Context: an optimization exercise on an open-source flow, tuned for small area, a short achievable clock period and few clock cycles. The choices shown serve that exercise and are no tape-out recipe.
RTL that was checked went through simulation tests only; none was proved equivalent to the original.
The RTL of runs 3 and 4 was laid out without a check of its function.
Power is estimated from default activity; no workload was simulated.

==> design/flow/constraint.sdc <==
create_clock -name core_clock -period 20.0 [get_ports {clk}]
set_input_delay 4.0000 -clock core_clock [delete_from_list [all_inputs] [get_ports {clk}]]
set_output_delay 4.0000 -clock core_clock [all_outputs]
set_load 0.01 [all_outputs]
==> design/flow/design.v <==
module pcf8583_divu (
    input  wire        clk,
    input  wire        rst,
    input  wire        start,
    input  wire [40:0] a,
    input  wire [17:0] b,
    input  wire [5:0]  n,
    output wire [40:0] quo,
    output wire [17:0] rem,
    output reg         done
);
    reg [40:0] q;
    reg [18:0] r;
    reg [17:0] d;
    reg [5:0]  cnt;
    reg        run;
    wire [19:0] trial = {r, q[40]} - {2'b00, d};
    always @(posedge clk) begin
        if (rst) begin
            run  <= 1'b0;
            done <= 1'b0;
            cnt  <= 6'd0;
            q    <= 41'd0;
            d    <= 18'd0;
            r    <= 19'd0;
        end else begin
            done <= 1'b0;
            if (start) begin
                q   <= a << (6'd41 - n);
                r   <= 19'd0;
                d   <= b;
                cnt <= n;
                run <= 1'b1;
            end else if (run) begin
                if (!trial[19]) begin
                    r <= trial[18:0];
                    q <= {q[39:0], 1'b1};
                end else begin
                    r <= {r[17:0], q[40]};
                    q <= {q[39:0], 1'b0};
                end
                cnt <= cnt - 6'd1;
                if (cnt == 6'd1) begin
                    run  <= 1'b0;
                    done <= 1'b1;
                end
            end
        end
    end
    assign quo = q;
    assign rem = r[17:0];
endmodule
module pcf8583_rtc (
    input  wire        clk,
    input  wire        rst,
    input  wire        scl_i,
    input  wire        sda_i,
    input  wire [39:0] host_now,
    input  wire [6:0]  host_cs,
    output wire        sda_o,
    output wire        busy
);
    localparam [40:0] KOFF = 41'd617564390400;    
    localparam [3:0] S_IDLE       = 4'd0;
    localparam [3:0] S_START_WAIT = 4'd1;
    localparam [3:0] S_GET_ADDR   = 4'd2;
    localparam [3:0] S_AW_ACK     = 4'd3;
    localparam [3:0] S_AR_ACK     = 4'd4;
    localparam [3:0] S_GET_REG    = 4'd5;
    localparam [3:0] S_REG_ACK    = 4'd6;
    localparam [3:0] S_READ       = 4'd7;
    localparam [3:0] S_READ_ACK   = 4'd8;
    localparam [3:0] S_WRITE      = 4'd9;
    localparam [3:0] S_WRITE_ACK  = 4'd10;
    localparam [4:0] E_IDLE   = 5'd0;
    localparam [4:0] E_MAIN   = 5'd1;
    localparam [4:0] E_P0     = 5'd2;
    localparam [4:0] E_P1     = 5'd3;
    localparam [4:0] E_P2     = 5'd4;
    localparam [4:0] E_P3     = 5'd5;
    localparam [4:0] E_P4     = 5'd6;
    localparam [4:0] E_P5     = 5'd7;
    localparam [4:0] E_P6     = 5'd8;
    localparam [4:0] E_P7     = 5'd9;
    localparam [4:0] E_D1     = 5'd10;
    localparam [4:0] E_D2     = 5'd11;
    localparam [4:0] E_MUL    = 5'd12;
    localparam [4:0] E_COMMIT = 5'd13;
    localparam [4:0] E_PSTART = 5'd14;
    localparam [4:0] E_D0     = 5'd15;
    localparam [4:0] E_D1B    = 5'd16;
    function [7:0] bcd7;
        input [6:0] v;
        begin
            bcd7 = (v / 7'd10) * 8'd16 + {1'b0, v % 7'd10};
        end
    endfunction
    function [10:0] st675;
        input [9:0] r; input b;
        reg [10:0] t;
        reg [10:0] tm;
        begin
            t = {r, b};
            tm = t - 11'd675;
            st675 = (t >= 11'd675) ? {1'b1, tm[9:0]} : {1'b0, t[9:0]};
        end
    endfunction
    function [18:0] st146097;
        input [17:0] r; input b;
        reg [18:0] t;
        reg [18:0] tm;
        begin
            t = {r, b};
            tm = t - 19'd146097;
            st146097 = (t >= 19'd146097) ? {1'b1, tm[17:0]} : {1'b0, t[17:0]};
        end
    endfunction
    function [2:0] st7;
        input [2:0] r; input b;
        reg [3:0] t;
        begin
            t = {r, b};
            st7 = (t >= 4'd7) ? t - 4'd7 : t[2:0];
        end
    endfunction
    function [11:0] st1461;
        input [10:0] r; input b;
        reg [11:0] t;
        reg [11:0] tm;
        begin
            t = {r, b};
            tm = t - 12'd1461;
            st1461 = (t >= 12'd1461) ? {1'b1, tm[10:0]} : {1'b0, t[10:0]};
        end
    endfunction
    function [8:0] st225;
        input [7:0] r; input b;
        reg [8:0] t;
        reg [8:0] tm;
        begin
            t = {r, b};
            tm = t - 9'd225;
            st225 = (t >= 9'd225) ? {1'b1, tm[7:0]} : {1'b0, t[7:0]};
        end
    endfunction
    function [4:0] st15;
        input [3:0] r; input b;
        reg [4:0] t;
        reg [4:0] tm;
        begin
            t = {r, b};
            tm = t - 5'd15;
            st15 = (t >= 5'd15) ? {1'b1, tm[3:0]} : {1'b0, t[3:0]};
        end
    endfunction
    function isleapv;
        input [7:0] v; input [1:0] c4;
        begin
            if (v[1:0] != 2'd0)      isleapv = 1'b0;
            else if (v == 8'd0)      isleapv = (c4 == 2'd0);
            else if (v == 8'd100)    isleapv = (c4 == 2'd3);
            else                     isleapv = 1'b1;
        end
    endfunction
    function [4:0] mlen;
        input [3:0] m; input lp;
        begin
            if (m == 4'd2) mlen = lp ? 5'd29 : 5'd28;
            else if (m == 4'd4 || m == 4'd6 || m == 4'd9 || m == 4'd11) mlen = 5'd30;
            else mlen = 5'd31;
        end
    endfunction
    function [8:0] cumd;
        input [3:0] m; input lp;
        reg [8:0] c;
        begin
            case (m)
                4'd1:  c = 9'd0;   4'd2:  c = 9'd31;  4'd3:  c = 9'd59;
                4'd4:  c = 9'd90;  4'd5:  c = 9'd120; 4'd6:  c = 9'd151;
                4'd7:  c = 9'd181; 4'd8:  c = 9'd212; 4'd9:  c = 9'd243;
                4'd10: c = 9'd273; 4'd11: c = 9'd304; default: c = 9'd334;
            endcase
            cumd = c + ((m >= 4'd3 && lp) ? 9'd1 : 9'd0);
        end
    endfunction
    function [2:0] cum7;
        input [3:0] m; input lp;
        reg [2:0] c;
        begin
            case (m)
                4'd1:  c = 3'd0; 4'd2:  c = 3'd3; 4'd3:  c = 3'd3;
                4'd4:  c = 3'd6; 4'd5:  c = 3'd1; 4'd6:  c = 3'd4;
                4'd7:  c = 3'd6; 4'd8:  c = 3'd2; 4'd9:  c = 3'd5;
                4'd10: c = 3'd0; 4'd11: c = 3'd3; default: c = 3'd5;
            endcase
            if (m >= 4'd3 && lp) c = (c == 3'd6) ? 3'd0 : c + 3'd1;
            cum7 = c;
        end
    endfunction
    reg [39:0] hn_r;
    reg        rst_r;
    always @(posedge clk) begin
        hn_r  <= host_now;
        rst_r <= rst;
    end
    reg        scl_q, sda_q;
    reg [3:0]  ps;
    reg [2:0]  bc;
    reg [7:0]  sh;
    reg [7:0]  ptr;
    reg        sda_reg, busy_reg;
    reg        ev_start, ev_ring, ev_time, ev_ctrl, ev_halt, ev_res;
    reg [7:0]  ev_data;
    wire [7:0] ev_ptr = ptr - 8'd1;      
    reg [7:0]  nb;
    reg        nb_rdy;
    assign sda_o = sda_reg;
    assign busy  = busy_reg;
    wire op_ok    = !busy_reg;
    wire c_fall   = op_ok & scl_q & ~scl_i;
    wire c_edge   = op_ok & (scl_q ^ scl_i);
    wire d_edge   = op_ok & ~(scl_q ^ scl_i) & (sda_q ^ sda_i);
    wire c_start  = d_edge & scl_q & ~sda_i;
    wire c_stop   = d_edge & scl_q & sda_i;
    wire [7:0] shifted = {sh[6:0], sda_q};
    wire       bdone   = (bc == 3'd7);
    wire [7:0] ptr_inc = ptr + 8'd1;
    reg  [3:0] f_ps;
    reg  [2:0] f_bc;
    reg  [7:0] f_sh, f_ptr;
    reg        f_wr, f_sda;
    always @(*) begin
        f_ps  = ps;
        f_bc  = bc;
        f_sh  = sh;
        f_ptr = ptr;
        f_wr  = 1'b0;
        f_sda = 1'b1;
        case (ps)
            S_START_WAIT: f_ps = S_GET_ADDR;
            S_GET_ADDR: begin
                f_sh = shifted;
                f_bc = bc + 3'd1;
                if (bdone) begin
                    if (shifted == 8'hA0)      begin f_ps = S_AW_ACK; f_sda = 1'b0; end
                    else if (shifted == 8'hA1) begin f_ps = S_AR_ACK; f_sda = 1'b0; end
                    else                       f_ps = S_IDLE;
                end
            end
            S_AW_ACK: begin
                f_bc = 3'd0;
                f_ps = S_GET_REG;
            end
            S_GET_REG: begin
                f_sh = shifted;
                f_bc = bc + 3'd1;
                if (bdone) begin
                    f_ptr = shifted;
                    f_ps  = S_REG_ACK;
                    f_sda = 1'b0;
                end
            end
            S_REG_ACK, S_WRITE_ACK: begin
                f_bc = 3'd0;
                f_ps = S_WRITE;
            end
            S_WRITE: begin
                f_sh = shifted;
                f_bc = bc + 3'd1;
                if (bdone) begin
                    f_ptr = ptr_inc;
                    f_ps  = S_WRITE_ACK;
                    f_wr  = 1'b1;
                    f_sda = 1'b0;
                end
            end
            S_AR_ACK: begin
                f_sh  = nb;
                f_bc  = 3'd0;
                f_ps  = S_READ;
                f_sda = nb[7];
            end
            S_READ: begin
                f_bc = bc + 3'd1;
                f_sh = {sh[6:0], 1'b0};
                if (bdone) begin
                    f_ps  = S_READ_ACK;
                    f_sda = 1'b0;
                end else begin
                    f_sda = sh[6];
                end
            end
            S_READ_ACK: begin
                if (!sda_q) begin
                    f_ptr = ptr_inc;
                    f_sh  = nb;
                    f_bc  = 3'd0;
                    f_ps  = S_READ;
                    f_sda = nb[7];
                end else begin
                    f_ps = S_IDLE;
                end
            end
            default: ;
        endcase
    end
    wire w_ring = f_wr && (ptr[7:3] != 5'd0);
    wire w_time = f_wr && (ptr[7:3] == 5'd0) && (ptr[2:0] >= 3'd2) && (ptr[2:0] <= 3'd6);
    wire w_ctrl = f_wr && (ptr == 8'd0);
    reg [1983:0] ring;
    reg [7:0]    rc;
    reg [4:0]    clr_cnt;
    wire         clr = (clr_cnt != 5'd0);
    reg          pw_valid;
    reg [7:0]    pw_idx;
    reg [7:0]    pw_data;
    reg [7:0]    ws_r;        
    wire         wfire = pw_valid && (ws_r[3:0] == 4'd0);
    wire [7:0]   pw_wd = clr ? 8'd0 : pw_data;
    wire [127:0] tap_src;
    genvar gk, gi;
    generate
        for (gk = 0; gk < 16; gk = gk + 1) begin : g_tap
            localparam integer SRC = (gk == 0) ? 247 : 16 * gk - 1;
            assign tap_src[8*gk +: 8] = ring[8*SRC +: 8];
        end
        for (gi = 0; gi < 248; gi = gi + 1) begin : g_ring
            if (gi % 16 == 0) begin : g_t
                always @(posedge clk)
                    ring[8*gi +: 8] <= (clr || (wfire && ws_r[7:4] == (gi / 16))) ? pw_wd :
                                       tap_src[8*(gi/16) +: 8];
            end else begin : g_s
                always @(posedge clk)
                    ring[8*gi +: 8] <= ring[8*(gi-1) +: 8];
            end
        end
    endgenerate
    function [7:0] slot_next;
        input [7:0] idx; input [7:0] c;
        reg [8:0] s, m;
        begin
            s = {1'b0, idx} + {1'b0, c} + 9'd1;
            m = s - 9'd248;
            slot_next = m[8] ? s[7:0] : m[7:0];
        end
    endfunction
    reg [4:0]  eph;
    reg        ejob_w;        
    reg [2:0]  emode;
    reg [7:0]  wv;            
    reg [2:0]  wx;            
    reg [3:0]  ecnt;
    reg        pend, pend_add;
    reg        snap_valid;
    reg [6:0]  cs_snap;
    reg [7:0]  ctrl;
    reg        halted, am_pm;
    reg [27:0] eq;            
    reg [9:0]  r1;
    reg [17:0] r2;
    reg [6:0]  low7;
    reg [2:0]  w7;
    reg [1:0]  qb;
    reg [3:0]  mr;
    wire [11:0] dp = r2[11:0];
    wire [8:0]  dq = r1[8:0];
    wire [11:0] dr = eq[11:0];
    reg [5:0]  f_sc, f_mi;
    reg [4:0]  f_hr, f_dom;
    reg [3:0]  f_mon;
    reg [6:0]  f_w;           
    reg [1:0]  f_c4;          
    reg [2:0]  f_wd;
    reg [40:0] offK, latchK;
    wire [7:0] tgt   = (ps == S_READ || ps == S_READ_ACK) ? ptr_inc : ptr;
    wire [7:0] tidx  = {tgt[7:3] - 5'd1, tgt[2:0]};
    reg  [7:0] tgt_r, ts_r;
    wire       tring_r = (tgt_r[7:3] != 5'd0);
    wire       thit  = (ts_r[3:0] == 4'd0);
    wire [7:0] tapv  = tap_src[8*ts_r[7:4] +: 8];
    wire [7:0] tidx_r = {tgt_r[7:3] - 5'd1, tgt_r[2:0]};
    wire       pconf_r = pw_valid && (pw_idx == tidx_r);
    wire       pconf = pw_valid && (pw_idx == tidx);
    wire [4:0] h12 = (f_hr == 5'd0) ? 5'd12 : (f_hr > 5'd12) ? f_hr - 5'd12 : f_hr;
    reg  [6:0] raw7;
    reg  [7:0] ext8;
    always @(*) begin
        raw7 = 7'd0;
        ext8 = 8'd0;
        case (tgt[2:0])
            3'd1: raw7 = cs_snap;
            3'd2: raw7 = {1'b0, f_sc};
            3'd3: raw7 = {1'b0, f_mi};
            3'd4: begin
                raw7 = {2'b00, am_pm ? h12 : f_hr};
                ext8 = am_pm ? {1'b1, (f_hr >= 5'd12), 6'd0} : 8'd0;
            end
            3'd5: begin raw7 = {2'b00, f_dom}; ext8 = {f_w[1:0], 6'd0}; end
            3'd6: begin raw7 = {3'b000, f_mon}; ext8 = {f_wd + 3'd1, 5'd0}; end
            default: ;
        endcase
    end
    reg  [7:0] pre8;
    reg  [7:0] pre_ext;
    reg        pre_bcd;
    wire [7:0] regbyte = pre_bcd ? (bcd7(pre8[6:0]) | pre_ext) : pre8;
    wire       tsnap_r = (tgt_r[2:0] >= 3'd2) && (tgt_r[2:0] <= 3'd6);
    wire ld_ok = nb_rdy && (tgt == tgt_r) && !((tgt[7:3] != 5'd0) && pconf);
    wire wpre     = ejob_w && (eph != E_IDLE) && (eph != E_PSTART);
    wire proc_add = ev_halt | ev_res | ev_start | ev_time;
    wire do_commit = (eph == E_COMMIT) && !proc_add;
    wire do_pstart = (eph == E_PSTART) && !proc_add;
    reg        add_lat;       
    reg [1:0]  add_bs;        
    always @(*) begin
        if (ev_halt) begin
            add_lat = 1'b0; add_bs = 2'd1;
        end else if (ev_res) begin
            add_lat = 1'b1; add_bs = 2'd2;
        end else if (ev_start || ev_time) begin
            add_lat = halted;
            add_bs  = halted ? 2'd0 : 2'd1;
        end else if (eph == E_COMMIT) begin
            add_lat = halted; add_bs = 2'd3;
        end else begin
            add_lat = 1'b1;
            add_bs  = pend_add ? 2'd3 : 2'd0;
        end
    end
    wire [40:0] hn_x  = {hn_r[39], hn_r};
    wire [40:0] add_a = add_lat ? latchK : offK;
    wire [40:0] add_b = (add_bs == 2'd1) ? hn_x :
                        (add_bs == 2'd2) ? ~hn_x :
                        (add_bs == 2'd3) ? {{13{eq[27]}}, eq} : 41'd0;
    wire [40:0] sum   = add_a + add_b + {40'd0, (add_bs == 2'd2)};
    wire start_direct = ev_start && !wpre;
    wire div_load = start_direct || ev_time || do_pstart;
    integer j;
    reg [9:0]  m_r1;
    reg [27:0] m_eq;
    reg [1:0]  m_q;
    reg [10:0] s1;
    always @(*) begin
        m_r1 = r1; m_eq = eq; m_q = 2'd0;
        for (j = 0; j < 2; j = j + 1) begin
            s1   = st675(m_r1, m_eq[27]);
            m_eq = {m_eq[26:0], 1'b0};
            m_r1 = s1[9:0];
            m_q  = {m_q[0], s1[10]};
        end
    end
    reg [17:0] m_r2;
    reg [2:0]  m_w7;
    reg [1:0]  m_q2;
    reg [18:0] s2;
    always @(*) begin
        m_r2 = r2; m_w7 = w7; m_q2 = 2'd0;
        for (j = 0; j < 2; j = j + 1) begin
            s2   = st146097(m_r2, qb[1 - j]);
            m_r2 = s2[17:0];
            m_q2 = {m_q2[0], s2[18]};
            m_w7 = st7(m_w7, qb[1 - j]);
        end
    end
    wire [8:0]  h1  = st225(r1[9:2], r1[1]);
    wire [8:0]  h2  = st225(h1[7:0], r1[0]);
    wire [7:0]  h_r = (eph == E_P2) ? h1[7:0] : h2[7:0];
    wire [1:0]  h_q = {h1[8], h2[8]};
    wire [17:0] xz  = {m_r2[17:2], 2'b11};           
    reg  [3:0]  mn_r;
    reg  [2:0]  mn_q;
    reg  [4:0]  s4;
    always @(*) begin
        mn_r = mr;
        mn_q = 3'd0;
        for (j = 0; j < 3; j = j + 1) begin
            s4   = st15(mn_r, r1[9 - j]);
            mn_r = s4[3:0];
            mn_q = {mn_q[1:0], s4[4]};
        end
    end
    reg  [10:0] z_r;
    reg  [6:0]  z_eq;
    reg  [11:0] s5;
    always @(*) begin
        z_r  = r2[10:0];
        z_eq = eq[6:0];
        for (j = 0; j < 2; j = j + 1) begin
            if (eph != E_P5 || j == 0) begin
                s5   = st1461(z_r, z_eq[6]);
                z_r  = s5[10:0];
                z_eq = {z_eq[5:0], s5[11]};
            end
        end
    end
    wire [8:0] ny = r2[10:2];
    wire [3:0] mp = (ny >= 9'd337) ? 4'd11 : (ny >= 9'd306) ? 4'd10 : (ny >= 9'd275) ? 4'd9 :
                    (ny >= 9'd245) ? 4'd8  : (ny >= 9'd214) ? 4'd7  : (ny >= 9'd184) ? 4'd6 :
                    (ny >= 9'd153) ? 4'd5  : (ny >= 9'd122) ? 4'd4  : (ny >= 9'd92)  ? 4'd3 :
                    (ny >= 9'd61)  ? 4'd2  : (ny >= 9'd31)  ? 4'd1  : 4'd0;
    reg  [8:0] mstart;
    always @(*) begin
        case (mr)
            4'd0: mstart = 9'd0;   4'd1: mstart = 9'd31;  4'd2: mstart = 9'd61;
            4'd3: mstart = 9'd92;  4'd4: mstart = 9'd122; 4'd5: mstart = 9'd153;
            4'd6: mstart = 9'd184; 4'd7: mstart = 9'd214; 4'd8: mstart = 9'd245;
            4'd9: mstart = 9'd275; 4'd10: mstart = 9'd306; default: mstart = 9'd337;
        endcase
    end
    wire [8:0] dom9 = ny - mstart + 9'd1;
    wire       jan  = (mr >= 4'd10);
    wire [3:0] mon4 = jan ? mr - 4'd9 : mr + 4'd3;
    wire [3:0] wd4  = {1'b0, w7} + 4'd3;
    wire [2:0] wdn  = (wd4 >= 4'd7) ? wd4[2:0] - 3'd7 : wd4[2:0];
    wire [7:0] v_sec  = ev_data[7:4] * 8'd10 + {4'd0, ev_data[3:0]};
    wire [5:0] v_dom  = ev_data[5:4] * 6'd10 + {2'd0, ev_data[3:0]};
    wire [4:0] v_m5   = (ev_data[4] ? 5'd10 : 5'd0) + {1'b0, ev_data[3:0]};
    wire [4:0] v_m12  = (v_m5 >= 5'd24) ? v_m5 - 5'd24 : (v_m5 >= 5'd12) ? v_m5 - 5'd12 : v_m5;
    wire [5:0] v_hour = ev_data[7] ? ({1'b0, v_m12} + (ev_data[6] ? 6'd12 : 6'd0)) : v_dom;
    wire [2:0] v_wday = (ev_data[7:5] == 3'd0) ? 3'd6 : ev_data[7:5] - 3'd1;
    wire [1:0] v_ma   = (v_m5 == 5'd0) ? 2'd0 : (v_m5 <= 5'd12) ? 2'd1 :
                        (v_m5 <= 5'd24) ? 2'd2 : 2'd3;
    wire [3:0] v_mn   = (v_m5 == 5'd0) ? 4'd12 : (v_m5 <= 5'd12) ? v_m5[3:0] :
                        (v_m5 <= 5'd24) ? v_m5[3:0] - 4'd12 : 4'd1;
    reg  [7:0] wv_n;
    reg  [2:0] wx_n;
    always @(*) begin
        wx_n = 3'd0;
        case (ev_ptr[2:0])
            3'd2, 3'd3: wv_n = v_sec;
            3'd4:       wv_n = {2'd0, v_hour};
            3'd5:       begin wv_n = {2'd0, v_dom}; wx_n = {1'b0, ev_data[7:6]}; end
            default:    begin wv_n = {2'd0, v_ma, v_mn}; wx_n = v_wday; end
        endcase
    end
    wire [1:0] y4     = f_w[1:0];
    wire [3:0] lp_n = {isleapv({1'b0, f_w}, f_c4), isleapv({1'b0, f_w} - 8'd1, f_c4),
                       isleapv({1'b0, f_w} + 8'd1, f_c4), isleapv({1'b0, f_w[6:2], 2'b00}, f_c4)};
    wire lp_y   = mr[3];
    wire lp_ym1 = mr[2];
    wire lp_yp1 = mr[1];
    wire lp_b   = mr[0];
    reg  [3:0]  m1;
    reg  [1:0]  rel;          
    reg  [1:0]  y1m4;
    reg         l1;
    reg  [11:0] g_day;
    reg  [4:0]  dom_adj;
    wire [4:0]  lm = mlen(f_mon, lp_y);
    wire [2:0]  kd = {1'b0, wx[1:0]} - {1'b0, y1m4};    
    always @(*) begin
        if (wv[5:0] == 6'd0) begin
            m1  = (f_mon == 4'd1) ? 4'd12 : f_mon - 4'd1;
            rel = (f_mon == 4'd1) ? 2'd3 : 2'd0;
        end else if (wv[5:0] <= {1'b0, lm}) begin
            m1  = f_mon;
            rel = 2'd0;
        end else begin
            m1  = (f_mon == 4'd12) ? 4'd1 : f_mon + 4'd1;
            rel = (f_mon == 4'd12) ? 2'd1 : 2'd0;
        end
        y1m4 = y4 + rel;
        l1   = (rel == 2'd1 && y4 == 2'd3) ? lp_yp1 : lp_b;
        case (kd)
            3'd1:    g_day = 12'd365;
            3'd2:    g_day = 12'd730;
            3'd3:    g_day = 12'd1095;
            3'd7:    g_day = -12'd365;
            3'd6:    g_day = -12'd730;
            3'd5:    g_day = -12'd1095;
            default: g_day = 12'd0;
        endcase
        dom_adj = f_dom;
        if (m1 <= 4'd2 && l1) begin
            if (wx[1:0] != 2'd0 && y1m4 == 2'd0) dom_adj = f_dom - 5'd1;
            if (wx[1:0] == 2'd0 && y1m4 != 2'd0) dom_adj = f_dom + 5'd1;
        end
    end
    wire [1:0]  ma = wv[5:4];
    wire [3:0]  mn = wv[3:0];
    reg  [11:0] jy;
    reg  [2:0]  jy7;
    reg         lpn;
    always @(*) begin
        case (ma)
            2'd0: begin
                jy = lp_ym1 ? -12'd366 : -12'd365; jy7 = lp_ym1 ? 3'd5 : 3'd6; lpn = lp_ym1;
            end
            2'd1: begin jy = 12'd0; jy7 = 3'd0; lpn = lp_y; end
            2'd2: begin
                jy = lp_y ? 12'd366 : 12'd365; jy7 = lp_y ? 3'd2 : 3'd1; lpn = lp_yp1;
            end
            default: begin
                jy = 12'd730 + {11'd0, lp_y} + {11'd0, lp_yp1};
                jy7 = 3'd2 + {2'd0, lp_y} + {2'd0, lp_yp1};
                lpn = 1'b0;
            end
        endcase
    end
    wire [4:0] w7s  = {2'd0, f_wd} + {2'd0, jy7} + {2'd0, cum7(mn, lpn)} +
                      5'd7 - {2'd0, cum7(f_mon, lp_y)};
    wire [2:0] wd1  = dr[4:0] % 5'd7;
    wire [11:0] dval = dp - {3'd0, dq} + dr;
    reg  signed [2:0] bdig;
    always @(*) begin
        bdig = 3'sd0;
        case (emode)
            3'd3: case (ecnt)         
                      4'd3: bdig = 3'sd1;  4'd1: bdig = -3'sd1;  default: ;
                  endcase
            3'd4: case (ecnt)         
                      4'd6: bdig = 3'sd1;  4'd4: bdig = -3'sd2;  4'd2: bdig = 3'sd1;
                      default: ;
                  endcase
            default: case (ecnt)      
                      4'd8, 4'd7, 4'd6: bdig = 3'sd1;
                      4'd4: bdig = 3'sd2;  4'd3: bdig = -3'sd2;
                      default: ;
                  endcase
        endcase
    end
    wire [27:0] dx    = {{16{dp[11]}}, dp};
    wire [27:0] bterm = (bdig == 3'sd2 || bdig == -3'sd2) ? {dx[26:0], 1'b0} :
                        (bdig == 3'sd0) ? 28'd0 : dx;
    wire        bneg  = bdig[2];
    wire [27:0] mul_n = {eq[25:0], 2'b00} + (bterm ^ {28{bneg}}) + {27'd0, bneg};
    always @(posedge clk) begin
        if (rst_r) begin
            scl_q    <= 1'b1;
            sda_q    <= 1'b1;
            ps       <= S_IDLE;
            ptr      <= 8'd0;
            sda_reg  <= 1'b1;
            ev_start <= 1'b0;
            ev_ring  <= 1'b0;
            ev_time  <= 1'b0;
            ev_ctrl  <= 1'b0;
            ev_halt  <= 1'b0;
            ev_res   <= 1'b0;
        end else begin
            if (c_edge) scl_q <= scl_i;
            if (d_edge) sda_q <= sda_i;
            if (c_fall) begin
                ps      <= f_ps;
                bc      <= f_bc;
                sh      <= f_sh;
                ptr     <= f_ptr;
                sda_reg <= f_sda;
            end else if (c_start) begin
                ps      <= S_START_WAIT;
                bc      <= 3'd0;
                sda_reg <= 1'b1;
            end else if (c_stop) begin
                ps      <= S_IDLE;
                sda_reg <= 1'b1;
            end
            ev_start <= c_start;
            if (c_start) cs_snap <= host_cs;
            ev_ring  <= c_fall & w_ring;
            ev_time  <= c_fall & w_time;
            ev_ctrl  <= c_fall & w_ctrl;
            ev_halt  <= c_fall & w_ctrl & shifted[7] & !halted;
            ev_res   <= c_fall & w_ctrl & !shifted[7] & halted;
        end
        ev_data <= shifted;
    end
    always @(posedge clk) begin
        if (rst || rst_r)
            busy_reg <= 1'b1;
        else
            busy_reg <= (((ps == S_AR_ACK) || (ps == S_READ_ACK)) && !ld_ok) ||
                        ((ps == S_WRITE) && (bc == 3'd7) && (pw_valid || ev_ring ||
                         ((ptr[7:3] == 5'd0) && (ptr[2:0] != 3'd1) && (ptr[2:0] != 3'd7) &&
                          ejob_w && (eph != E_IDLE))));
    end
    always @(posedge clk) begin
        rc <= (rc == 8'd247) ? 8'd0 : rc + 8'd1;
        ws_r  <= slot_next(ev_ring ? {ev_ptr[7:3] - 5'd1, ev_ptr[2:0]} : pw_idx, rc);
        tgt_r <= tgt;
        ts_r  <= slot_next(tidx, rc);
        pre8    <= (tgt[2:0] == 3'd0) ? ctrl : {1'b0, raw7};
        pre_ext <= ext8;
        pre_bcd <= (tgt[2:0] != 3'd0) && (tgt[2:0] != 3'd7);
        if (rst_r) begin
            ctrl       <= 8'd0;
            halted     <= 1'b0;
            am_pm      <= 1'b0;
            offK       <= KOFF;
            rc         <= 8'd0;
            clr_cnt    <= 5'd16;
            pw_valid   <= 1'b0;
            nb_rdy     <= 1'b0;
            eph        <= E_IDLE;
            ejob_w     <= 1'b0;
            pend       <= 1'b0;
            snap_valid <= 1'b0;
        end else begin
            if (ev_ctrl) ctrl <= ev_data;
            if (ev_halt) begin
                latchK <= sum;
                halted <= 1'b1;
            end
            if (ev_res) begin
                offK   <= sum;
                halted <= 1'b0;
            end
            if (ev_time && ev_ptr[2:0] == 3'd4) am_pm <= ev_data[7];
            if (clr) clr_cnt <= clr_cnt - 5'd1;
            if (ev_ring) begin
                pw_valid <= 1'b1;
                pw_idx   <= {ev_ptr[7:3] - 5'd1, ev_ptr[2:0]};
                pw_data  <= ev_data;
            end else if (wfire) begin
                pw_valid <= 1'b0;
            end
            if (ev_start || ev_ring || ev_time || ev_ctrl || tgt != tgt_r) begin
                nb_rdy <= 1'b0;
            end else if (!tring_r) begin
                nb     <= regbyte;
                nb_rdy <= !tsnap_r || snap_valid;
            end else if (pconf_r) begin
                nb_rdy <= 1'b0;
            end else if (thit) begin
                nb     <= tapv;
                nb_rdy <= !clr;
            end
            if (ev_start) begin
                snap_valid <= 1'b0;
                if (wpre) begin
                    pend     <= 1'b1;
                    pend_add <= !halted;
                    if (!halted) latchK <= sum;
                end else begin
                    pend <= 1'b0;
                end
            end
            if (ev_time) begin
                snap_valid <= 1'b0;
                wv    <= wv_n;
                wx    <= wx_n;
                emode <= ev_ptr[2:0];
            end
            if (div_load) begin
                ejob_w <= ev_time;
                eph    <= E_MAIN;
                ecnt   <= 4'd0;
                r1     <= {4'd0, sum[40:35]};
                eq     <= sum[34:7];
                low7   <= sum[6:0];
                r2     <= 18'd0;
                w7     <= 3'd0;
                qb     <= 2'd0;
                if (do_pstart) pend <= 1'b0;
            end else begin
                case (eph)
                    E_MAIN: begin
                        r1 <= m_r1; eq <= m_eq; qb <= m_q;
                        r2 <= m_r2; w7 <= m_w7;
                        ecnt <= ecnt + 4'd1;
                        if (ecnt == 4'd13) eph <= E_P0;
                    end
                    E_P0: begin
                        r2   <= m_r2; w7 <= m_w7;
                        qb   <= 2'b11;
                        r1   <= {h_r, low7[6:5]};
                        low7 <= {low7[4:0], 2'b00};
                        f_hr <= {3'd0, h_q};
                        eph  <= E_P1;
                    end
                    E_P1: begin
                        f_c4 <= m_q2;
                        r2   <= {7'd0, xz[17:7]};
                        eq   <= {21'd0, xz[6:0]};
                        r1   <= {h_r, low7[6:5]};
                        low7 <= {low7[4:0], 2'b00};
                        f_hr <= {f_hr[2:0], h_q};
                        eph  <= E_P2;
                    end
                    E_P2: begin
                        r2   <= {7'd0, z_r};
                        eq   <= {21'd0, z_eq};
                        mr   <= h_r[7:4];
                        r1   <= {h_r[3:0], r1[0], low7[6], 4'd0};
                        f_hr <= {f_hr[3:0], h_q[1]};
                        eph  <= E_P3;
                    end
                    E_P3: begin
                        r2   <= {7'd0, z_r};
                        eq   <= {21'd0, z_eq};
                        mr   <= mn_r;
                        r1   <= {r1[6:0], 3'd0};
                        f_mi <= {3'd0, mn_q};
                        eph  <= E_P4;
                    end
                    E_P4: begin
                        r2   <= {7'd0, z_r};
                        eq   <= {21'd0, z_eq};
                        f_mi <= {f_mi[2:0], mn_q};
                        f_sc <= {mn_r, low7[5:4]};
                        eph  <= (ejob_w && emode <= 3'd4) ? E_D1 : E_P5;
                    end
                    E_P5: begin
                        r2  <= {7'd0, z_r};
                        eq  <= {21'd0, z_eq};
                        eph <= E_P6;
                    end
                    E_P6: begin
                        mr  <= mp;
                        eph <= E_P7;
                    end
                    E_P7: begin
                        f_dom <= dom9[4:0];
                        f_mon <= mon4;
                        f_w   <= eq[6:0] + {6'd0, jan};
                        f_wd  <= wdn;
                        if (ejob_w) begin
                            eph <= E_D0;
                        end else begin
                            eph        <= E_IDLE;
                            snap_valid <= 1'b1;
                        end
                    end
                    E_D0: begin
                        mr  <= lp_n;
                        eph <= E_D1;
                    end
                    E_D1: begin
                        case (emode)
                            3'd2: begin r2 <= {10'd0, wv}; r1 <= {4'd0, f_sc}; eq <= 28'd0; end
                            3'd3: begin r2 <= {10'd0, wv}; r1 <= {4'd0, f_mi}; eq <= 28'd0; end
                            3'd4: begin r2 <= {10'd0, wv}; r1 <= {5'd0, f_hr}; eq <= 28'd0; end
                            3'd5: begin r2 <= {10'd0, wv}; r1 <= {5'd0, dom_adj}; eq <= {16'd0, g_day}; end
                            default: begin
                                r2 <= {6'd0, jy + {3'd0, cumd(mn, lpn)}};
                                r1 <= {1'b0, cumd(f_mon, lp_y)};
                                eq <= {23'd0, w7s};
                            end
                        endcase
                        eph <= (emode == 3'd6) ? E_D1B : E_D2;
                    end
                    E_D1B: begin
                        if (emode == 3'd6) eq <= {16'd0, {9'd0, wx} - {9'd0, wd1}};
                        eph <= E_D2;
                    end
                    E_D2: begin
                        r2 <= {6'd0, dval};
                        eq <= {{16{dval[11]}}, dval};
                        case (emode)
                            3'd2:    begin ecnt <= 4'd0; eph <= E_COMMIT; end
                            3'd3:    begin ecnt <= 4'd2; eph <= E_MUL; end
                            3'd4:    begin ecnt <= 4'd5; eph <= E_MUL; end
                            default: begin ecnt <= 4'd7; eph <= E_MUL; end
                        endcase
                    end
                    E_MUL: begin
                        eq   <= mul_n;
                        ecnt <= ecnt - 4'd1;
                        if (ecnt == 4'd0) eph <= E_COMMIT;
                    end
                    E_COMMIT: begin
                        if (do_commit) begin
                            if (halted) latchK <= sum;
                            else        offK   <= sum;
                            eph <= pend ? E_PSTART : E_IDLE;
                        end
                    end
                    default: ;
                endcase
            end
        end
    end
endmodule
==> design/flow/standard.sh <==
#!/bin/bash
# synth_recipe.tcl (not shown) runs the flow's synth.tcl, then flattens the netlist and writes it again
# the make line also repeats each setting of config.mk as NAME=value (left out here)
make -C /OpenROAD-flow-scripts/flow DESIGN_CONFIG=/design/flow/config.mk WORK_HOME=/design/flow/orfs CLKGATE_MAP_FILE= SYNTH_SCRIPT=/design/flow/synth_recipe.tcl "${@:-finish}"
==> design/flow/flow/run.sh <==
#!/bin/bash
# The standard layout (the standard.sh, unchanged synthesis, floorplan,
# placement, clock tree and routing), with the timing repair steps asked to
# leave a setup margin, so that the design is optimised toward a clock
# period shorter than the constraint's. The constraint file is not changed.
set -euo pipefail
export SETUP_SLACK_MARGIN=14.2
bash standard.sh > standard.log 2>&1
==> design/flow/config.mk <==
export PLATFORM = sky130hd
export DESIGN_NAME = pcf8583_rtc
export DESIGN_NICKNAME = pcf8583_rtc
export VERILOG_FILES = /design/flow/design.v
export SDC_FILE = /design/flow/constraint.sdc
export NUM_CORES = 4
export LEC_CHECK = 0
export CAP_MARGIN = 20
export CORE_MARGIN = 2
export CORE_UTILIZATION = 30
export SLEW_MARGIN = 20
==> flow_summary.json, run 1 <==
{
  "maxSlewViolCount": 0,
  "cp_slowest_cell": "a2111oi_1",
  "largest_reg_flops": 1984,
  "dieArea_um2": 256700,
  "synth_top_flop_cell": "dfxtp_1",
  "track_usage": 0.1317,
  "worstSetupStartpointType": "flop",
  "wl_per_cell_um": 17.62,
  "required_ns": 20.59,
  "cp_slowest_stage_delay_ns": 0.58,
  "synthAdderAreaFrac": 0.04477,
  "hold_path.class": "reg2reg",
  "final_antenna_net_count": 0,
  "ys_seq_area_frac": 0.6631,
  "async_flop_share": 0,
  "via_per_inst": 4.619,
  "leakagePower_nw": 33.97,
  "drtIter0Drc": 3493,
  "syn_area_um2": 75800,
  "endpoint": "eq[27]",
  "rsz0062_at_grt": "no",
  "cts_buffers": 208,
  "insertion_delay_ns": 0.86,
  "synth_area_leaders": "dfxtp_1 (58%), edfxtp_1 (8.4%), ha_1 (3.8%), mux2i_1 (2.6%), xnor2_1 (2.4%)",
  "cts_tree": "done",
  "reg2reg_slack_ns": 14.43,
  "synthMuxAreaShare": 0.04916,
  "synth_cells": 6271,
  "fin_skew_ns": 0.09481,
  "gp_congestion": 0.9008,
  "tightest_slew_ns": 1.091,
  "period_share": 0.2783,
  "worst-path-max-fanout": 13,
  "ios": 53,
  "worstSetupPathDepth": 19,
  "r2r_start": "ecnt[0]",
  "arrival_ns": 6.15,
  "gr-usage-met3": 0.02136,
  "antenna_found_initial": 1,
  "cellPowerDensity_nw_per_um2": 120.9,
  "synth_compound_area_frac": 0.1020,
  "design_area_um2": 87590,
  "initial_core_util": 0.3015,
  "h-tree-depth": 4,
  "cp_top_family": "compound AO/OA/AOI/OAI gates",
  "core_area_um2": 251400,
  "hold_buffers": 0,
  "worstSetupPathType": "reg2reg",
  "startpoint": "ecnt[0]",
  "setup_tns_ns": 0,
  "clockBufferDepth": 3,
  "crit_buf_inv": 1,
  "final_nets": 6656,
  "synth-edff-count": 211,
  "critPathCaptureType": "flop",
  "synth-simple-area-share": 0.08420,
  "hold_viol": 0,
  "yosysTopAreaCell": "dfxtp_1",
  "peakVddDrop_uv": 84.87,
  "path_cells": "inv_1, ha_1, nor2_1, o22ai_1, or3_1, nand3_1, o221ai_1, ha_1, a21o_1, a21o_1, a21oi_1, nand2b_1, a2111oi_1, a211oi_2, o311ai_4, a31oi_1, o41ai_1, xnor2_1, o21bai_1",
  "grt_max_degree": 75,
  "reg2regPathDepth": 19,
  "routed_wl_mm": 174.1,
  "yosys_warnings": 1,
  "final.min_clock_period_ns": 5.566,
  "clkSlewWorstSetupHoldPaths_ns": 0.07,
  "synth_common_cells": "dfxtp_1 (2194), nor2_1 (473), nand2_1 (451), a21oi_1 (279), o21ai_0 (229)",
  "std_cell_rows": 184,
  "reg.largest.list": "ring: 1984 flops, latchK: 41 flops, offK: 41 flops",
  "grt_pass1_vias": 44410,
  "port_buffers": 52,
  "status": "complete, no violations",
  "dp_hpwl_mm": 119.0,
  "cts-root-buf": "clkbuf_16",
  "place_area_um2": 80090,
  "top_register": "ring",
  "grt_overflow": 0,
  "drt-pass1-iter-count": 7,
  "r2r-end": "eq[27]",
  "die-height_um": 506.7,
  "relSlewSlack": 0.2718,
  "fmax_mhz": 179.7,
  "drc": 0,
  "grt_first_pass_wirelength_mm": 266.2,
  "die_x_um": 506.7,
  "synthXorXnorAreaFrac": 0.03384,
  "syn_to_final_growth_pct": 15.55,
  "clkSinkCount": 2405,
  "via_count": 45650,
  "avgSynthCellArea_um2": 12.09,
  "met2_usage": 0.2100,
  "busiest_layer": "met2",
  "grt.met1_usage": 0.1818,
  "finalSetupViolCount": 0,
  "ys_seq_elements": 2405,
  "max-cap-violations": 0,
  "yosysMostFrequentCell": "dfxtp_1",
  "synth_top_family_by_area": "compound AO/OA/AOI/OAI gates",
  "synth.top_cell.area_share": 0.5795,
  "final_layout_size_suffix_gt1_frac": 0.09444,
  "ys_types": 102,
  "p_total_w": 0.01059
}
## cells by family after synthesis
family,Yosys count
AOI/OAI and AO/OA,1146
xor gates and xnor gates,292
adders and majority gates,255
buffers and inverters,456
DFF,2405
muxes,311
other,2
and+or+nand+nor,1404
## cells in the final DEF, fill, tap and decap left out, types with 30 or more instances in the layout
cell	synthesis	routed
a221o_1	36	36
a31oi_1	46	45
mux4_2	42	42
nand2_1	451	451
clkbuf_16	0	213
clkbuf_8	0	39
xor2_1	81	81
nor3_1	99	94
inv_1	209	208
buf_4	0	52
o21ai_0	229	227
nor2_1	473	462
a21oi_1	279	276
a211oi_1	57	54
a21o_1	88	86
o21a_1	31	31
ha_1	228	228
dfxtp_1	2194	2186
o22ai_1	32	32
nand2b_1	43	43
mux2_2	70	70
nand3_1	98	98
nor2b_1	33	33
xnor2_1	210	209
clkdlybuf4s50_1	0	50
clkinv_2	0	46
clkbuf_1	211	45
a221oi_1	42	41
edfxtp_1	211	211
mux2i_1	199	197
nand4_1	30	30
## worst min-delay path by stage
stage,from,endpoint,slack (ns),cells after the start
after floorplan,ring[992],ring[1000],0.31,0
after global placement,ring[1894],ring[1902],0.31,0
after detailed placement,ring[1012],ring[1020],0.31,0
after CTS,ring[520],ring[528],0.25,0
after global routing,ring[712],ring[720],0.26,0
final,ring[520],ring[528],0.26,0
## per-stage QoR
| stage | cells | setup slack, ns | utilization | hold WS, ns |
|---|---|---|---|---|
| 6_report | 9882 | 14.43 | 0.3484 | 0.2604 |
| 5_1_grt | 9882 | 14.22 | 0.3484 | 0.2595 |
| 4_1_cts | 9875 | 14.23 | 0.3479 | 0.2484 |
| 3_5_place_dp | 9482 | 13.61 | 0.3186 | 0.3121 |
| 3_3_place_gp | 9481 | 13.80 | 0.3185 | 0.3097 |
| 2_1_floorplan | 6273 | 14.55 | - | 0.3096 |
## area by class of cell
| class | count | area, um^2 |
|---|---|---|
| Timing Repair Buffer | 108 | 965.9 |
| Clock inverter | 95 | 1290 |
| Inverter | 215 | 813.3 |
| Clock buffer | 298 | 6043 |
| Multi-Input combinational cell | 3412 | 24010 |
| Sequential cell | 2405 | 50270 |
| Antenna cell | 1 | 2.502 |
| Fill cell | 24540 | 163800 |
| Tap cell | 3348 | 4189 |
## routing by layer
metal	vias up	share of wire
li1	21940	-
met3	293	0.050
met1	22140	0.47
met5	-	0
met4	0	0.031
met2	1276	0.45
## repair_timing
action,4_1_cts,5_1_grt
resized for setup,12,20
setup buffers,0,5
setup endpoints to repair,46,41
## power breakdown
part           leakage [nW]  switching [W]  internal [W]
clock network          3.58        0.00179       0.00234
registers              19.7       0.000123       0.00495
logic                  10.7       0.000849      0.000532
Testbench counts, summed over its fixed seeds: cycles 117,868.
==> inputs of run 2 (changes only) <==
--- a/design/flow/flow/run.sh
+++ b/design/flow/flow/run.sh
@@ -5,4 +5,4 @@
 # period shorter than the constraint's. The constraint file is not changed.
 set -euo pipefail
-export SETUP_SLACK_MARGIN=14.2
+export SETUP_SLACK_MARGIN=14.7
 bash standard.sh > standard.log 2>&1
==> run 2 against run 1 <==
  * Still clean on timing, DRC and antenna
  * Combinational power rose by 4%
  * Die area did not move
  * Hold slack lost 0.038 ns
  * Clock skew rose by 0.066 ns
  * Clock power fell by 1%
  * Sequential share of layout area fell by 0.35 points
  * Largest power group unchanged
==> flow_summary.json, run 2 <==
{
  "worstSetupStartpointType": "flop",
  "synth_top_flop_cell": "dfxtp_1",
  "ios": 53,
  "tightest_slew_ns": 1.083,
  "required_ns": 16.00,
  "routed_wl_mm": 173.5,
  "cp_slowest_stage_delay_ns": 0.35,
  "yosysMostFrequentCell": "dfxtp_1",
  "initial_core_util": 0.3015,
  "final.min_clock_period_ns": 5.261,
  "dieArea_um2": 256700,
  "via_per_inst": 4.617,
  "clkSinkCount": 2405,
  "cp_top_family": "flip-flops",
  "fin_skew_ns": 0.1609,
  "fmax_mhz": 190.1,
  "dp_hpwl_mm": 117.9,
  "synth_top_family_by_area": "compound AO/OA/AOI/OAI gates",
  "h-tree-depth": 4,
  "final_layout_size_suffix_gt1_frac": 0.1063,
  "synthAdderAreaFrac": 0.04477,
  "top_register": "ring",
  "via_count": 45800,
  "cts_tree": "done",
  "gp_congestion": 0.8962,
  "ys_seq_area_frac": 0.6631,
  "worst-path-max-fanout": 2,
  "insertion_delay_ns": 0.91,
  "async_flop_share": 0,
  "drt-pass1-iter-count": 8,
  "hold_buffers": 0,
  "arrival_ns": 1.26,
  "rsz0062_at_grt": "yes",
  "drc": 0,
  "grt_pass1_vias": 44870,
  "clkSlewWorstSetupHoldPaths_ns": 0.07,
  "synth_area_leaders": "dfxtp_1 (58%), edfxtp_1 (8.4%), ha_1 (3.8%), mux2i_1 (2.6%), xnor2_1 (2.4%)",
  "die_x_um": 506.7,
  "period_share": 0.2631,
  "syn_to_final_growth_pct": 16.30,
  "yosys_warnings": 1,
  "grt_first_pass_wirelength_mm": 266.3,
  "design_area_um2": 88150,
  "cts-root-buf": "clkbuf_16",
  "ys_types": 102,
  "cp_slowest_cell": "dfxtp_4",
  "synth-simple-area-share": 0.08420,
  "leakagePower_nw": 34.17,
  "path_cells": "buf_8",
  "track_usage": 0.1315,
  "yosysTopAreaCell": "dfxtp_1",
  "whs_path_depth": 0,
  "synth-edff-count": 211,
  "critPathCaptureType": "output pin",
  "reg.largest.list": "ring: 1984 flops, latchK: 41 flops, offK: 41 flops",
  "clockBufferDepth": 3,
  "avgSynthCellArea_um2": 12.09,
  "final_common_cell": "dfxtp_1",
  "synthMuxAreaShare": 0.04916,
  "finalSetupViolCount": 0,
  "final_antenna_net_count": 0,
  "die-height_um": 506.7,
  "drtIter0Drc": 3632,
  "synth_compound_area_frac": 0.1020,
  "synth_cells": 6271,
  "max-cap-violations": 0,
  "most-common-layout-cells": "dfxtp_1 (2179), nor2_1 (458), nand2_1 (450)",
  "ys_seq_elements": 2405,
  "antenna_found_initial": 9,
  "relSlewSlack": 0.2781,
  "worstSetupPathDepth": 1,
  "hold_path.class": "reg2reg",
  "cts_buffers": 207,
  "maxSlewViolCount": 0,
  "syn_area_um2": 75800,
  "hold_viol": 0,
  "reg2regPathDepth": 19,
  "grt_max_degree": 82,
  "wl_per_cell_um": 17.49,
  "final_nets": 6697,
  "core_area_um2": 251400,
  "worstSetupPathType": "reg2out",
  "std_cell_rows": 184,
  "largest_reg_flops": 1984,
  "synthXorXnorAreaFrac": 0.03384,
  "synth_common_cells": "dfxtp_1 (2194), nor2_1 (473), nand2_1 (451), a21oi_1 (279), o21ai_0 (229)",
  "status": "complete, no violations",
  "grt_overflow": 0,
  "cellPowerDensity_nw_per_um2": 119.7,
  "place_area_um2": 80110,
  "synth.top_cell.area_share": 0.5795,
  "peakVddDrop_uv": 98.56,
  "setup_tns_ns": 0,
  "crit_buf_inv": 1,
  "port_buffers": 52
}
-- run 2: cell counts after synthesis --
Identical to the previous run, type by type.
-- run 2: area by class of cell --
class                      instances  area (um^2)
tap                             3348         4189
clock buffer                     299         6025
timing repair buffer             148         1285
multi-input combinational       3414        24370
clock inverter                    88         1167
antenna                            3        7.507
inverter                         215        820.8
fill                           24440       163200
sequential                      2405        50290
-- run 2: per-layer routing --
| metal | part of all wire | track usage | vias up |
|---|---|---|---|
| li1 | - | - | 22050 |
| met1 | 0.47 | 0.1818 | 22100 |
| met2 | 0.44 | 0.2062 | 1327 |
| met3 | 0.061 | 0.02433 | 315 |
| met4 | 0.029 | 0.04395 | 4 |
| met5 | 0.00015 | 0 | - |
-- run 2: kinds of logic (layout without fill, tap and decap cells) --
group	Yosys count	count (layout)
and+or+nand+nor	1404	1404
AOI/OAI and AO/OA	1146	1148
adders and majority gates	255	255
buffers and inverters	456	750
muxes	311	311
other	2	7
xor gates and xnor gates	292	292
DFF	2405	2405
-- run 2: timing repair --
action | in CTS | in global routing
setup endpoints to repair | 108 | 95
cloned | 1 | 1
setup buffers | 12 | 33
resized for setup | 58 | 59
pin swaps | 3 | 9
-- run 2: per-stage QoR --
stage	std cells	setup slack (ns)	power, W	util	hold WS (ns)
floorplan	6273	14.73	0.006124	-	0.3096
global placement	9482	13.61	0.006483	0.3186	0.3096
detailed placement	9483	13.62	0.006507	0.3187	0.3121
CTS	9883	14.65	0.01060	0.3484	0.2352
global route	9919	14.67	0.01099	0.3506	0.2340
finish	9920	14.74	0.01055	0.3506	0.2222
-- run 2: report_power, final --
part           leakage, nW  internal [W]  total [W]  switching, W
Combinational         11.0      0.000557    0.00144      0.000878
Clock                 3.51       0.00228    0.00407       0.00179
Sequential            19.7       0.00495    0.00505     0.0000962
Total                 34.2       0.00779     0.0106       0.00277
-- run 2: path summary, 6_finish.rpt --
check	slack (ns)	startpoint	to
hold / removal	0.22	ring[155]	ring[163]
hold reg to reg	0.22	ring[155]	ring[163]
setup / recovery	14.74	busy_reg	busy
setup reg to reg	14.86	ecnt[0]	eq[16]
==> inputs of run 3 (changes only) <==
--- a/design/flow/design.v
+++ b/design/flow/design.v
@@ -98,20 +98,26 @@
     function [10:0] st675;
         input [9:0] r; input b;
-        reg [10:0] t;
-        reg [10:0] tm;
+        reg ge;
+        reg [9:0] ra, rb;
         begin
-            t = {r, b};
-            tm = t - 11'd675;
-            st675 = (t >= 11'd675) ? {1'b1, tm[9:0]} : {1'b0, t[9:0]};
+            ge = (r > 10'd337) || ((r == 10'd337) && b);
+            ra = r - 10'd337;          
+            rb = r - 10'd338;        
+            if (!ge)   st675 = {1'b0, r[8:0], b};
+            else if (b) st675 = {1'b1, ra[8:0], 1'b0};
+            else        st675 = {1'b1, rb[8:0], 1'b1};
         end
     endfunction
     function [18:0] st146097;
         input [17:0] r; input b;
-        reg [18:0] t;
-        reg [18:0] tm;
+        reg ge;
+        reg [17:0] ra, rb;
         begin
-            t = {r, b};
-            tm = t - 19'd146097;
-            st146097 = (t >= 19'd146097) ? {1'b1, tm[17:0]} : {1'b0, t[17:0]};
+            ge = (r > 18'd73048) || ((r == 18'd73048) && b);
+            ra = r - 18'd73048;          
+            rb = r - 18'd73049;        
+            if (!ge)   st146097 = {1'b0, r[16:0], b};
+            else if (b) st146097 = {1'b1, ra[16:0], 1'b0};
+            else        st146097 = {1'b1, rb[16:0], 1'b1};
         end
     endfunction
@@ -126,30 +132,39 @@
     function [11:0] st1461;
         input [10:0] r; input b;
-        reg [11:0] t;
-        reg [11:0] tm;
+        reg ge;
+        reg [10:0] ra, rb;
         begin
-            t = {r, b};
-            tm = t - 12'd1461;
-            st1461 = (t >= 12'd1461) ? {1'b1, tm[10:0]} : {1'b0, t[10:0]};
+            ge = (r > 11'd730) || ((r == 11'd730) && b);
+            ra = r - 11'd730;          
+            rb = r - 11'd731;        
+            if (!ge)   st1461 = {1'b0, r[9:0], b};
+            else if (b) st1461 = {1'b1, ra[9:0], 1'b0};
+            else        st1461 = {1'b1, rb[9:0], 1'b1};
         end
     endfunction
     function [8:0] st225;
         input [7:0] r; input b;
-        reg [8:0] t;
-        reg [8:0] tm;
+        reg ge;
+        reg [7:0] ra, rb;
         begin
-            t = {r, b};
-            tm = t - 9'd225;
-            st225 = (t >= 9'd225) ? {1'b1, tm[7:0]} : {1'b0, t[7:0]};
+            ge = (r > 8'd112) || ((r == 8'd112) && b);
+            ra = r - 8'd112;          
+            rb = r - 8'd113;        
+            if (!ge)   st225 = {1'b0, r[6:0], b};
+            else if (b) st225 = {1'b1, ra[6:0], 1'b0};
+            else        st225 = {1'b1, rb[6:0], 1'b1};
         end
     endfunction
     function [4:0] st15;
         input [3:0] r; input b;
-        reg [4:0] t;
-        reg [4:0] tm;
+        reg ge;
+        reg [3:0] ra, rb;
         begin
-            t = {r, b};
-            tm = t - 5'd15;
-            st15 = (t >= 5'd15) ? {1'b1, tm[3:0]} : {1'b0, t[3:0]};
+            ge = (r > 4'd7) || ((r == 4'd7) && b);
+            ra = r - 4'd7;          
+            rb = r - 4'd8;        
+            if (!ge)   st15 = {1'b0, r[2:0], b};
+            else if (b) st15 = {1'b1, ra[2:0], 1'b0};
+            else        st15 = {1'b1, rb[2:0], 1'b1};
         end
     endfunction
@@ -465,5 +480,5 @@
     wire [8:0]  h1  = st225(r1[9:2], r1[1]);
     wire [8:0]  h2  = st225(h1[7:0], r1[0]);
-    wire [7:0]  h_r = (eph == E_P2) ? h1[7:0] : h2[7:0];
+    wire [7:0]  h_r = h2[7:0];
     wire [1:0]  h_q = {h1[8], h2[8]};
     wire [17:0] xz  = {m_r2[17:2], 2'b11};           
@@ -602,16 +617,19 @@
     wire [2:0] wd1  = dr[4:0] % 5'd7;
     wire [11:0] dval = dp - {3'd0, dq} + dr;
-    reg  signed [2:0] bdig;
+    reg  signed [2:0] bdig;       
+    reg  signed [2:0] bd_r;       
+    wire [3:0] ecnt_n = (eph == E_D2) ? ((emode == 3'd3) ? 4'd2 : (emode == 3'd4) ? 4'd5 : 4'd7)
+                                      : ecnt - 4'd1;
     always @(*) begin
         bdig = 3'sd0;
         case (emode)
-            3'd3: case (ecnt)         
+            3'd3: case (ecnt_n)       
                       4'd3: bdig = 3'sd1;  4'd1: bdig = -3'sd1;  default: ;
                   endcase
-            3'd4: case (ecnt)         
+            3'd4: case (ecnt_n)       
                       4'd6: bdig = 3'sd1;  4'd4: bdig = -3'sd2;  4'd2: bdig = 3'sd1;
                       default: ;
                   endcase
-            default: case (ecnt)      
+            default: case (ecnt_n)    
                       4'd8, 4'd7, 4'd6: bdig = 3'sd1;
                       4'd4: bdig = 3'sd2;  4'd3: bdig = -3'sd2;
@@ -621,7 +639,7 @@
     end
     wire [27:0] dx    = {{16{dp[11]}}, dp};
-    wire [27:0] bterm = (bdig == 3'sd2 || bdig == -3'sd2) ? {dx[26:0], 1'b0} :
-                        (bdig == 3'sd0) ? 28'd0 : dx;
-    wire        bneg  = bdig[2];
+    wire [27:0] bterm = (bd_r == 3'sd2 || bd_r == -3'sd2) ? {dx[26:0], 1'b0} :
+                        (bd_r == 3'sd0) ? 28'd0 : dx;
+    wire        bneg  = bd_r[2];
     wire [27:0] mul_n = {eq[25:0], 2'b00} + (bterm ^ {28{bneg}}) + {27'd0, bneg};
     always @(posedge clk) begin
@@ -780,7 +798,7 @@
                         r2   <= {7'd0, z_r};
                         eq   <= {21'd0, z_eq};
-                        mr   <= h_r[7:4];
-                        r1   <= {h_r[3:0], r1[0], low7[6], 4'd0};
-                        f_hr <= {f_hr[3:0], h_q[1]};
+                        mr   <= h1[7:4];
+                        r1   <= {h1[3:0], r1[0], low7[6], 4'd0};
+                        f_hr <= {f_hr[3:0], h1[8]};
                         eph  <= E_P3;
                     end
@@ -846,4 +864,5 @@
                         r2 <= {6'd0, dval};
                         eq <= {{16{dval[11]}}, dval};
+                        bd_r <= bdig;
                         case (emode)
                             3'd2:    begin ecnt <= 4'd0; eph <= E_COMMIT; end
@@ -855,4 +874,5 @@
                     E_MUL: begin
                         eq   <= mul_n;
+                        bd_r <= bdig;
                         ecnt <= ecnt - 4'd1;
                         if (ecnt == 4'd0) eph <= E_COMMIT;
==> design/flow/flow/run.sh (replaced) <==
#!/bin/bash
# The standard layout (the standard.sh: unchanged synthesis, floorplan,
# placement, clock tree and routing) with two changes to how it is made:
#  - the port buffers are buf_2 cells (every port still gets its own buffer);
#  - the timing repair steps are asked to leave a setup margin, so that the
#    design is optimised toward a clock period shorter than the
#    constraint's. The constraint file itself is not changed.
set -euo pipefail
export BUFFER_PORTS_ARGS="-buffer_cell sky130_fd_sc_hd__buf_2"
export SETUP_SLACK_MARGIN=14.8
bash standard.sh > standard.log 2>&1
==> run 3 against run 2 <==
  * Clock power is 6.4% higher
  * Still clean on timing, DRC and antenna
  * Sequential share of layout area is 0.18 points lower
  * Sequential cell count is 3 higher
  * Critical path depth stayed put
  * Largest cell class unchanged
  * Area after synthesis is 0.13% higher
  * Highest routed layer is now met4
  * Setup slack worse by 0.20 ns
  * Global-route usage is 0.48 points higher
  * Non-clock buffer count is 11 higher
  * Die area is 0.13% higher
==> flow_summary.json, run 3 <==
{
  "die_x_um": 507.0,
  "synth_top_flop_cell": "dfxtp_1",
  "core_area_um2": 251400,
  "dp.cells": 9569,
  "startpoint": "sda_reg",
  "reg.largest.list": "ring: 1984 flops, latchK: 41 flops, offK: 41 flops",
  "final_nets": 6809,
  "synth_cells": 6337,
  "crit_buf_inv": 1,
  "worstSetupStartpointType": "flop",
  "initial_core_util": 0.3019,
  "status": "complete, no violations",
  "layout_setup_ws_ns": 14.54,
  "avgSynthCellArea_um2": 11.98,
  "h-tree-depth": 4,
  "insertion_delay_ns": 0.89,
  "cts-root-buf": "clkbuf_16",
  "hold_viol": 0,
  "clkSinkCount": 2408,
  "path_cells": "buf_8",
  "yosysTopAreaCell": "dfxtp_1",
  "cts_buffers": 217,
  "fmax_mhz": 183.1,
  "final.min_clock_period_ns": 5.461,
  "dieArea_um2": 257000,
  "routed_wl_mm": 180.6,
  "setup_tns_ns": 0,
  "cp_slowest_cell": "dfxtp_4",
  "gp_congestion": 0.9134,
  "synth_area_leaders": "dfxtp_1 (58%), edfxtp_1 (8.5%), ha_1 (4.0%), nand2_1 (2.4%), nor2_1 (2.4%)",
  "via_per_inst": 4.665,
  "grt_pass1_vias": 45300,
  "worstSetupPathType": "reg2out",
  "instances_no_fill": 10030,
  "largest_reg_flops": 1984,
  "cts_tree": "done",
  "fin_util": 0.3524,
  "async_flop_share": 0,
  "synth_common_cells": "dfxtp_1 (2194), nand2_1 (482), nor2_1 (481), a21oi_1 (335), o21ai_0 (278)",
  "via_count": 46800,
  "dp_hpwl_mm": 123.8,
  "grt_max_degree": 61,
  "syn_area_um2": 75900,
  "cellPowerDensity_nw_per_um2": 146.0,
  "antenna_found_initial": 6,
  "relSlewSlack": 0.2334,
  "final_layout_size_suffix_gt1_frac": 0.1208,
  "die-height_um": 507.0,
  "std_cell_rows": 184,
  "tightest_slew_ns": 1.150,
  "final_common_cell": "dfxtp_1",
  "final_antenna_net_count": 0,
  "max-cap-violations": 0,
  "hp-start": "ring[1924]",
  "fin_skew_ns": 0.09969,
  "r2r_start": "ev_time",
  "rsz0062_at_grt": "yes",
  "period_share": 0.2731,
  "ys_seq_area_frac": 0.6634,
  "syn_to_final_growth_pct": 16.72,
  "ios": 53,
  "required_ns": 16.00,
  "maxSlewViolCount": 0,
  "ys_types": 105,
  "wl_per_cell_um": 18.00,
  "most-common-layout-cells": "dfxtp_1 (2181), nand2_1 (480), nor2_1 (474)",
  "track_usage": 0.1363,
  "port_buffers": 52,
  "top_register": "ring",
  "clockBufferDepth": 3,
  "synth-edff-count": 214,
  "worst-path-max-fanout": 2,
  "yosysMostFrequentCell": "dfxtp_1",
  "ys_seq_elements": 2408,
  "cp_slowest_stage_delay_ns": 0.41,
  "nFillCells": 24340,
  "leakagePower_nw": 34.25,
  "whs_ns": 0.2551,
  "synth.top_cell.area_share": 0.5787,
  "grt_overflow": 0,
  "arrival_ns": 1.46,
  "drt-pass1-iter-count": 9,
  "grt_first_pass_wirelength_mm": 273.9,
  "cp_top_family": "flip-flops",
  "peakVddDrop_uv": 94.25,
  "drc": 0,
  "post-place-ws_ns": 13.84,
  "drtIter0Drc": 3983,
  "critPathCaptureType": "output pin",
  "clkSlewWorstSetupHoldPaths_ns": 0.06,
  "finalSetupViolCount": 0,
  "hold_path.class": "reg2reg",
  "yosys_warnings": 1
}
run 3: power by group:
| group | switching (W) | internal [W] | leakage (nW) |
|---|---|---|---|
| clock | 0.00185 | 0.00248 | 3.77 |
| sequential | 0.000190 | 0.00506 | 19.7 |
| combinational | 0.00210 | 0.00126 | 10.8 |
run 3: layer usage:
metal,track usage,vias to the layer above,wire length [um]
met4,0.04925,0,5583
met5,0,-,0
met2,0.2053,1436,77600
li1,-,22290,-
met1,0.1962,22790,86740
met3,0.02193,288,10670
run 3: cells by family after synthesis:
kind of cell	Yosys count	share of synthesized area
adders and majority gates	267	0.04669
and+or+nand+nor	1459	0.08761
muxes	285	0.04580
other	2	0.00009895
AOI/OAI and AO/OA	1201	0.1024
buffers and inverters	448	0.02287
xor gates and xnor gates	267	0.03119
DFF	2408	0.6634
run 3: final cells by class:
class / instances / area, um^2 / share of cell area
timing repair buffer: 159 / 1154 / 0.01302
inverter: 222 / 858.3 / 0.009689
tap: 3348 / 4189 / 0.04729
multi-input combinational: 3483 / 24210 / 0.2733
antenna: 1 / 2.502 / 0.00002825
clock buffer: 290 / 6246 / 0.07051
sequential: 2408 / 50380 / 0.5687
clock inverter: 121 / 1544 / 0.01743
run 3: through the flow:
stage,area (um^2),total power [W]
2_1_floorplan,75960,0.007614
3_3_place_gp,80000,0.008474
3_5_place_dp,80000,0.008513
4_1_cts,87940,0.01288
5_1_grt,88590,0.01354
6_report,88590,0.01293
run 3: final timing paths:
check / end / slack (ns) / cells past startpoint
max: sda_o / 14.54 / 1
min: ring[1932] / 0.26 / 0
max reg2reg: r1[4] / 15.00 / 18
min reg2reg: ring[1932] / 0.26 / 0
run 3: repair_timing:
action	4_1_cts	5_1_grt
pin swaps	1	6
setup endpoints to repair	96	79
resized for setup	33	51
hold buffers	0	0
gates cloned	0	2
buffers inserted	3	46
run 3: worst reg2reg max path, cell delays in order (launching register included):
cell      delay (ns)
dfxtp_2         0.36
or2_2           0.35
a21o_1          0.20
buf_12          0.17
a21o_4          0.26
buf_12          0.17
mux2_2          0.29
ha_1            0.34
a21o_1          0.21
a21o_1          0.17
a21o_1          0.18
a221o_1         0.33
a2111o_1        0.43
o211ai_1        0.28
a31oi_2         0.16
or4b_2          0.62
nand3_1         0.15
nand2_1         0.07
o31ai_1         0.09
==> inputs of run 4 (changes only) <==
--- a/design/flow/config.mk
+++ b/design/flow/config.mk
@@ -8,4 +8,6 @@
 export CAP_MARGIN = 20
 export CORE_MARGIN = 2
-export CORE_UTILIZATION = 30
+export CORE_UTILIZATION = 55
+export CTS_CLUSTER_DIAMETER = 100
+export CTS_CLUSTER_SIZE = 26
 export SLEW_MARGIN = 20
==> run 4 against run 3 <==
  * Clock-buffer cell count decreased by 169
  * Clock skew fell by 0.050 ns
  * Cell count is 18% lower
  * Design area shrank 7.9%
  * Highest routed layer is now met5
  * Area after synthesis unchanged
  * First-iteration DRC count fell by 22%
  * Hold slack gained 0.047 ns
  * Global-route usage is 11 points higher
  * Fmax rose by 4.4%
  * Critical path type unchanged
  * Clock power fell by 44%
  * Still clean on timing, DRC and antenna
==> flow_summary.json, run 4 <==
{
  "via_per_inst": 5.481,
  "die_x_um": 375.5,
  "met3_wirelength_mm": 8.599,
  "dp_hpwl_mm": 124.5,
  "arrival_ns": 1.23,
  "final_nets": 6679,
  "fin_skew_ns": 0.04960,
  "core_area_um2": 137200,
  "r2r-end": "r1[4]",
  "die-height_um": 375.5,
  "r2r_start": "ev_time",
  "crit_buf_inv": 1,
  "reg.largest.list": "ring: 1984 flops, latchK: 41 flops, offK: 41 flops",
  "synth-simple-area-share": 0.08761,
  "maxSlewViolCount": 0,
  "ys_seq_elements": 2408,
  "nFillCells": 11230,
  "largest_reg_flops": 1984,
  "synthXorXnorAreaFrac": 0.03119,
  "cts-root-buf": "clkbuf_16",
  "grt_pass1_vias": 42900,
  "grt_first_pass_wirelength_mm": 263.0,
  "final_common_cell": "dfxtp_1",
  "final_antenna_net_count": 0,
  "clkSlewWorstSetupHoldPaths_ns": 0.09,
  "hold_viol": 0,
  "tightest_slew_ns": 1.101,
  "seqCellArea_um2": 50370,
  "via_count": 44890,
  "synth_top_flop_cell": "dfxtp_1",
  "ys_types": 105,
  "place_area_um2": 78120,
  "ios": 53,
  "port_buffers": 52,
  "syn_area_um2": 75900,
  "final_layout_size_suffix_gt1_frac": 0.08183,
  "fmax_mhz": 191.2,
  "required_ns": 16.00,
  "relSlewSlack": 0.2639,
  "wl_per_cell_um": 21.31,
  "multiInputGateArea_um2": 24140,
  "grt_overflow": 0,
  "grt_max_degree": 76,
  "reg2reg_slack_ns": 14.93,
  "async_flop_share": 0,
  "clkSinkCount": 2408,
  "leakagePower_nw": 31.84,
  "avgSynthCellArea_um2": 11.98,
  "cellPowerDensity_nw_per_um2": 134.0,
  "synth_top_family_by_area": "compound AO/OA/AOI/OAI gates",
  "initial_core_util": 0.5534,
  "yosysMostFrequentCell": "dfxtp_1",
  "drt-pass1-iter-count": 6,
  "clockBufferDepth": 3,
  "max-cap-violations": 0,
  "whs_ns": 0.3018,
  "finalSetupViolCount": 0,
  "hp-start": "ring[1938]",
  "antenna_found_initial": 10,
  "critPathCaptureType": "output pin",
  "synth.top_cell.area_share": 0.5787,
  "most-common-layout-cells": "dfxtp_1 (2183), nand2_1 (479), nor2_1 (471)",
  "synth_common_cells": "dfxtp_1 (2194), nand2_1 (482), nor2_1 (481), a21oi_1 (335), o21ai_0 (278)",
  "synth_cells": 6337,
  "holdPathEnd": "ring[1946]",
  "path_cells": "buf_6",
  "h-tree-depth": 3,
  "status": "complete, no violations",
  "yosys_warnings": 1,
  "setup_tns_ns": 0,
  "routed_wl_mm": 174.5
}
-- run 4: cell types whose count changed in the layout (fill, tap and decap cells not counted), moves of 8 or more --
cell        delta
clkinvlp_4    -22
clkinv_2      -41
buf_4         -16
clkinv_16      -8
clkbuf_16    -122
clkbuf_8      -35
bufinv_16     -19
clkbuf_1      -15
-- run 4: logic make-up (layout without fill, tap and decap cells) --
logic type | Yosys count | after routing
DFF | 2408 | 2408
and+or+nand+nor | 1459 | 1459
AOI/OAI and AO/OA | 1201 | 1201
buffers and inverters | 448 | 500
muxes | 285 | 285
adders and majority gates | 267 | 267
xor gates and xnor gates | 267 | 267
other | 2 | 8
-- run 4: worst max-delay path by stage --
stage / slack, ns / to / cells after the start
CTS: 14.71 / busy / 1
finish: 14.77 / busy / 1
detailed placement: 13.91 / latchK[34] / 19
global placement: 14.11 / r1[4] / 17
floorplan: 14.78 / ptr[6] / 7
global route: 14.71 / busy / 1
-- run 4: cell type report --
type / count / area share
Tap cell: 1794 / 0.02750
Clock inverter: 16 / 0.003326
Clock buffer: 121 / 0.03331
Antenna cell: 4 / 0.0001226
Inverter: 222 / 0.01052
Multi-Input combinational cell: 3483 / 0.2958
Sequential cell: 2408 / 0.6172
Timing Repair Buffer: 141 / 0.01228
-- run 4: report_power, final --
part           internal [W]  total, W  leakage (nW)  switching (W)
logic               0.00123   0.00328          10.7        0.00205
registers           0.00505   0.00524          19.7       0.000190
clock network      0.000995   0.00242          1.45        0.00142
-- run 4: per-stage QoR --
| step | setup WS (ns) | instances | util |
|---|---|---|---|
| after global placement | 14.11 | 8020 | 0.5696 |
| final | 14.77 | 8189 | 0.5951 |
| after floorplan | 14.78 | 6339 | - |
| after detailed placement | 13.91 | 8020 | 0.5696 |
| after CTS | 14.71 | 8165 | 0.5927 |
| after global routing | 14.71 | 8186 | 0.5951 |
-- run 4: timing repair --
action	in CTS	in global routing
endpoints found under the setup margin	78	57
pin swaps	2	4
cloned	1	0
gates resized for setup	26	37
hold buffers	0	0
setup buffers	7	20
-- run 4: routing by layer --
| metal | vias to the layer above | GRT usage |
|---|---|---|
| met5 | - | 0 |
| met4 | 6 | 0.07888 |
| met3 | 240 | 0.03024 |
| met2 | 1041 | 0.3985 |
| met1 | 21720 | 0.3396 |
| li1 | 21880 | - |
